This design comes from an exercise in tuning for small area, a short achievable clock period and few clock cycles per item on the open sky130 flow, not from production work.
Only simulation tests tie the RTL to the original design; equivalence was not proved.
Power is estimated from default activity; no workload was simulated.

==> flow/design.v <==
module uecp_frame_dec (
    input  wire       clk,
    input  wire       rst,
    input  wire       in_valid,
    output wire       in_ready,
    input  wire [7:0] in_data,
    input  wire       in_last,
    output reg        res_valid,
    input  wire       res_ready,
    output reg  [2:0] res_status,
    output wire [9:0] res_site,
    output wire [5:0] res_enc,
    output wire [7:0] res_seq,
    output wire [7:0] res_mel,
    output wire [7:0] res_nelem
);
    localparam [2:0] ST_OK      = 3'd0;
    localparam [2:0] ST_UNKNOWN = 3'd1;
    localparam [2:0] ST_CRC     = 3'd2;
    localparam [2:0] ST_SHORT   = 3'd4;
    localparam [1:0] W_CODE  = 2'd0;   
    localparam [1:0] W_SKIPC = 2'd1;   
    localparam [1:0] W_SKIPL = 2'd2;   
    localparam [1:0] W_LEN   = 2'd3;   
    function [6:0] lut;
        input [7:0] b;
        input       off;
        reg c01, c02, c03, c07, c0A, c13, c1A, c16, c0D, c19, c1C, c2D, c17;
        begin
            c01 = off ? (b == 8'h04) : (b == 8'h01);
            c02 = off ? (b == 8'h05) : (b == 8'h02);
            c03 = off ? (b == 8'h06) : (b == 8'h03);
            c07 = off ? (b == 8'h0A) : (b == 8'h07);
            c0A = off ? (b == 8'h0D) : (b == 8'h0A);
            c13 = off ? (b == 8'h16) : (b == 8'h13);
            c1A = off ? (b == 8'h1D) : (b == 8'h1A);
            c16 = off ? (b == 8'h19) : (b == 8'h16);
            c0D = off ? (b == 8'h10) : (b == 8'h0D);
            c19 = off ? (b == 8'h1C) : (b == 8'h19);
            c1C = off ? (b == 8'h1F) : (b == 8'h1C);
            c2D = off ? (b == 8'h30) : (b == 8'h2D);
            c17 = off ? (b == 8'h1A) : (b == 8'h17);
            lut[6] = c16 | c19 | c1C;
            lut[5] = c2D | c17;
            lut[4] = c0A | c13 | c16;
            lut[3] = c02 | c0D;
            lut[2] = c01;
            lut[1] = c02 | c03 | c07 | c1A | c0A | c13;
            lut[0] = c03 | c07 | c1A | c16 | c19 | c1C;
        end
    endfunction
    function [15:0] crc_step;
        input [15:0] a_in;
        input [7:0]  c;
        reg   [15:0] a;
        begin
            a = {a_in[7:0], a_in[15:8]};
            a = a ^ {8'h00, c};
            a = a ^ {12'h000, a[7:4]};
            a = a ^ {a[3:0], 12'h000};
            a = a ^ {3'b000, a[7:0], 5'b00000};
            crc_step = a;
        end
    endfunction
    reg        rdy;           
    reg        first;         
    reg        esc;           
    reg  [7:0] u_r;           
    reg  [6:0] l_r;           
    reg        uz_r, u1_r;    
    reg        uv_r;          
    reg        end_r;         
    reg        endesc_r;      
    reg        rst_r;         
    reg        pend;          
    assign in_ready = rdy;
    wire accept = in_valid && rdy;
    wire mid    = !first && !in_last;
    always @(posedge clk) begin
        if (rst) begin
            first <= 1'b1;
            esc   <= 1'b0;
        end else if (accept) begin
            first <= in_last;
            esc   <= mid && !esc && (in_data == 8'hFD);
        end
    end
    always @(posedge clk)
        rst_r <= rst;
    wire end_nx = accept && in_last;
    always @(posedge clk) begin
        if (rst) begin
            uv_r  <= 1'b0;
            end_r <= 1'b0;
        end else begin
            uv_r  <= accept && mid && (esc || in_data != 8'hFD);
            end_r <= end_nx;
        end
    end
    always @(posedge clk) begin
        u_r      <= esc ? (in_data + 8'hFD) : in_data;
        l_r      <= lut(in_data, esc);
        uz_r     <= esc ? (in_data == 8'h03) : (in_data == 8'h00);
        u1_r     <= esc ? (in_data == 8'h04) : (in_data == 8'h01);
        endesc_r <= esc;
    end
    wire u_go = uv_r;
    wire e_go = end_r;
    wire       lskip1 = l_r[6];
    wire       lv     = l_r[5] || l_r[3:0] != 4'd0;    
    wire       llen   = l_r[5];
    wire       lskipl = l_r[4];
    wire [3:0] lskip  = l_r[3:0];
    reg [15:0] crc;
    reg        crc_ok;        
    reg  [2:0] ph;            
    reg        inb;           
    reg  [7:0] addr_hi, addr_lo, seq, mel;
    reg  [6:0] nelem;         
    reg  [7:0] body_rem;
    reg  [1:0] wstate;
    reg        werr;
    reg  [7:0] skip;
    reg        skip1;         
    assign res_site  = {addr_hi, addr_lo[7:6]};
    assign res_enc   = addr_lo[5:0];
    assign res_seq   = seq;
    assign res_mel   = mel;
    assign res_nelem = {1'b0, nelem};
    reg [2:0] verdict;
    always @(*) begin
        if (endesc_r || ph < 3'd2)
            verdict = ST_SHORT;
        else if (!crc_ok)
            verdict = ST_CRC;
        else if (ph != 3'd6)
            verdict = ST_SHORT;
        else if (werr)
            verdict = ST_UNKNOWN;
        else if (wstate != W_CODE)
            verdict = ST_SHORT;
        else
            verdict = ST_OK;
    end
    wire ok  = !endesc_r && crc_ok && ph == 3'd6 && !werr && wstate == W_CODE;
    wire busy  = res_valid && !res_ready;
    wire put_e = e_go && !busy;            
    wire put_p = pend && !busy;            
    wire clr   = (put_e && !ok) || put_p;
    wire res_valid_nx = busy || put_e || put_p;
    wire pend_nx      = busy && (pend || e_go);
    wire first_nx     = accept ? in_last : first;
    wire rdy_nx       = first_nx ? !(pend_nx || (end_nx && res_valid_nx))
                                 : !(res_valid_nx || end_nx || pend_nx);
    always @(posedge clk) begin
        if (rst) begin
            res_valid <= 1'b0;
            pend      <= 1'b0;
            rdy       <= 1'b1;
        end else begin
            res_valid <= res_valid_nx;
            pend      <= pend_nx;
            rdy       <= rdy_nx;
        end
    end
    always @(posedge clk)
        if (put_e || put_p)
            res_status <= put_e ? verdict : ST_SHORT;
    wire [15:0] crc_nx = crc_step(crc, u_r);
    always @(posedge clk) begin
        if (rst_r || e_go) begin
            crc    <= 16'hFFFF;
            crc_ok <= 1'b0;
            ph     <= 3'd0;
            inb    <= 1'b0;
        end else if (u_go) begin
            crc    <= crc_nx;
            crc_ok <= (crc_nx == 16'h1D0F);
            if (!ph[2] || (ph == 3'd4 && !inb) || ph == 3'd5)
                ph <= ph + 3'd1;
            if (ph == 3'd3)
                inb <= !uz_r;
            else if (inb && body_rem == 8'd1)
                inb <= 1'b0;
        end
    end
    always @(posedge clk) begin
        if (u_go) begin
            if (ph == 3'd3)
                body_rem <= u_r;
            else
                body_rem <= body_rem - 8'd1;
        end
    end
    always @(posedge clk) begin
        if (clr) begin
            addr_hi <= 8'd0;
            addr_lo <= 8'd0;
            seq     <= 8'd0;
            mel     <= 8'd0;
        end else if (u_go && !ph[2]) begin
            addr_hi <= addr_lo;
            addr_lo <= seq;
            seq     <= mel;
            mel     <= u_r;
        end
    end
    wire b_go = u_go && inb && !werr;
    always @(posedge clk) begin
        if (clr || (u_go && ph == 3'd3))
            nelem <= 7'd0;
        else if (b_go && ((wstate == W_SKIPC && skip1) || (wstate == W_LEN && uz_r)))
            nelem <= nelem + 7'd1;        
    end
    always @(posedge clk) begin
        if (rst_r || e_go) begin
            wstate <= W_CODE;
            werr   <= 1'b0;
        end else if (b_go) begin
            case (wstate)
                W_CODE: begin
                    if (!lv)
                        werr <= 1'b1;
                    else if (llen)
                        wstate <= W_LEN;
                    else
                        wstate <= lskipl ? W_SKIPL : W_SKIPC;
                end
                W_SKIPC, W_SKIPL: begin
                    if (skip1)
                        wstate <= (wstate == W_SKIPL) ? W_LEN : W_CODE;
                end
                W_LEN: begin
                    if (!uz_r)
                        wstate <= W_SKIPC;
                    else
                        wstate <= W_CODE;
                end
            endcase
        end
    end
    always @(posedge clk) begin
        if (b_go) begin
            case (wstate)
                W_CODE:  begin skip <= {4'd0, lskip}; skip1 <= lskip1;         end
                W_LEN:   begin skip <= u_r;           skip1 <= u1_r;           end
                default: begin skip <= skip - 8'd1;   skip1 <= (skip == 8'd2); end
            endcase
        end
    end
endmodule
==> flow/config.mk <==
export PLATFORM = sky130hd
export DESIGN_NAME = uecp_frame_dec
export DESIGN_NICKNAME = uecp_frame_dec
export VERILOG_FILES = /design/flow/design.v
export SDC_FILE = /design/flow/constraint.sdc
export NUM_CORES = 4
export LEC_CHECK = 0
export CAP_MARGIN = 20
export CORE_MARGIN = 2
export CORE_UTILIZATION = 40
export GPL_TIMING_DRIVEN = 0
export SETUP_SLACK_MARGIN = 1.85
export SLEW_MARGIN = 20
==> flow/constraint.sdc <==
create_clock -name core_clock -period 3.5 [get_ports {clk}]
set_input_delay 0.7000 -clock core_clock [delete_from_list [all_inputs] [get_ports {clk}]]
set_output_delay 0.7000 -clock core_clock [all_outputs]
set_load 0.01 [all_outputs]
standard.sh (not shown) runs the stock make flow with config.mk's settings and CLKGATE_MAP_FILE= SYNTH_SCRIPT=/design/flow/synth_recipe.tcl, a recipe that flattens the netlist after the stock synthesis.
==> flow/flow/run.sh <==
#!/bin/bash
# Standard layout with two changes: the I/O port buffers are built from a
# small buffer cell (instead of the delay cell buffer_ports picks on its own),
# and clock tree synthesis inserts no dummy loads. Synthesis is the standard
# one (standard.sh synth), so the registers keep their names.
set -euo pipefail
bash standard.sh synth > synth.log 2>&1
bash standard.sh \
  BUFFER_PORTS_ARGS="-buffer_cell sky130_fd_sc_hd__buf_2" \
  CTS_ARGS="-sink_clustering_enable -repair_clock_nets -dont_use_dummy_load" \
  finish > layout.log 2>&1
The first run finished clean.
Testbench counts at the start, summed over its fixed seeds: cycles 39,609, frames 384.
Edit:
==> flow/flow/run.sh (replaced) <==
#!/bin/bash
# Standard layout, with the I/O port buffers built from a small buffer cell
# instead of the delay cell buffer_ports picks on its own. Synthesis is the
# standard one (standard.sh synth), so the registers keep their names.
set -euo pipefail
bash standard.sh synth > synth.log 2>&1
bash standard.sh BUFFER_PORTS_ARGS="-buffer_cell sky130_fd_sc_hd__buf_2" finish > layout.log 2>&1
--- a/flow/config.mk
+++ b/flow/config.mk
@@ -9,5 +9,5 @@
 export CORE_MARGIN = 2
 export CORE_UTILIZATION = 40
-export GPL_TIMING_DRIVEN = 0
+export GPL_ROUTABILITY_DRIVEN = 0
 export SETUP_SLACK_MARGIN = 1.85
 export SLEW_MARGIN = 20
The changed run passed the timing, DRC and antenna checks.
Final area grows by 0.67%.
Combinational power hardly moves.
Core utilization grows by 0.32 points.
Clock skew shrinks by 0.0030 ns.
Worst setup slack degrades by 0.011 ns.
Critical path depth grows by 7.
Flip-flop and latch count stays the same.
Edit:
--- a/flow/config.mk
+++ b/flow/config.mk
@@ -8,6 +8,5 @@
 export CAP_MARGIN = 20
 export CORE_MARGIN = 2
-export CORE_UTILIZATION = 40
-export GPL_ROUTABILITY_DRIVEN = 0
-export SETUP_SLACK_MARGIN = 1.85
+export CORE_UTILIZATION = 35
+export SETUP_SLACK_MARGIN = 1.9
 export SLEW_MARGIN = 20
Cell area rises by about 4%.
Clock-buffer cell count goes up by 2.
Synthesized area is unchanged.
Cell count climbs by 3.3%.
Die area came out higher by about 14%.
Non-clock buffer count rises by 13.
Total power rises by 5.4%.
Core utilization came out lower by 4.4 points.
Critical path depth goes down by 7.
Routed wire length rises by 9.2%.
Synthesized cell count is unchanged.

## what the ideal ports hide
The flow's constraints put no driver on any port. The routed layouts listed below were extracted and timed again, unchanged, in two steps.
Step 1 assumes that a clkbuf_16 drives the clock port and a buf_2 every other input.
Step 2 also shifts input and output timing later by t, the mid clock arrival at the registers, as if the neighbouring blocks saw the same clock.
Slacks: ideal ports / drivers / drivers and shift; pairs: ideal ports / drivers.
run	t (ns)	setup slack, ns	cell pins on the clock port's net
the first run	0.380	1.908 / 1.869 / 1.595	1
the second run	0.381	1.897 / 1.872 / 1.559	1
the third run	0.391	1.929 / 1.891 / 1.577	1
After both steps every run listed still meets setup and hold. For the third run, which loses most, drivers alone change the setup slack by -0.038 ns; drivers and shift together by -0.352 ns.
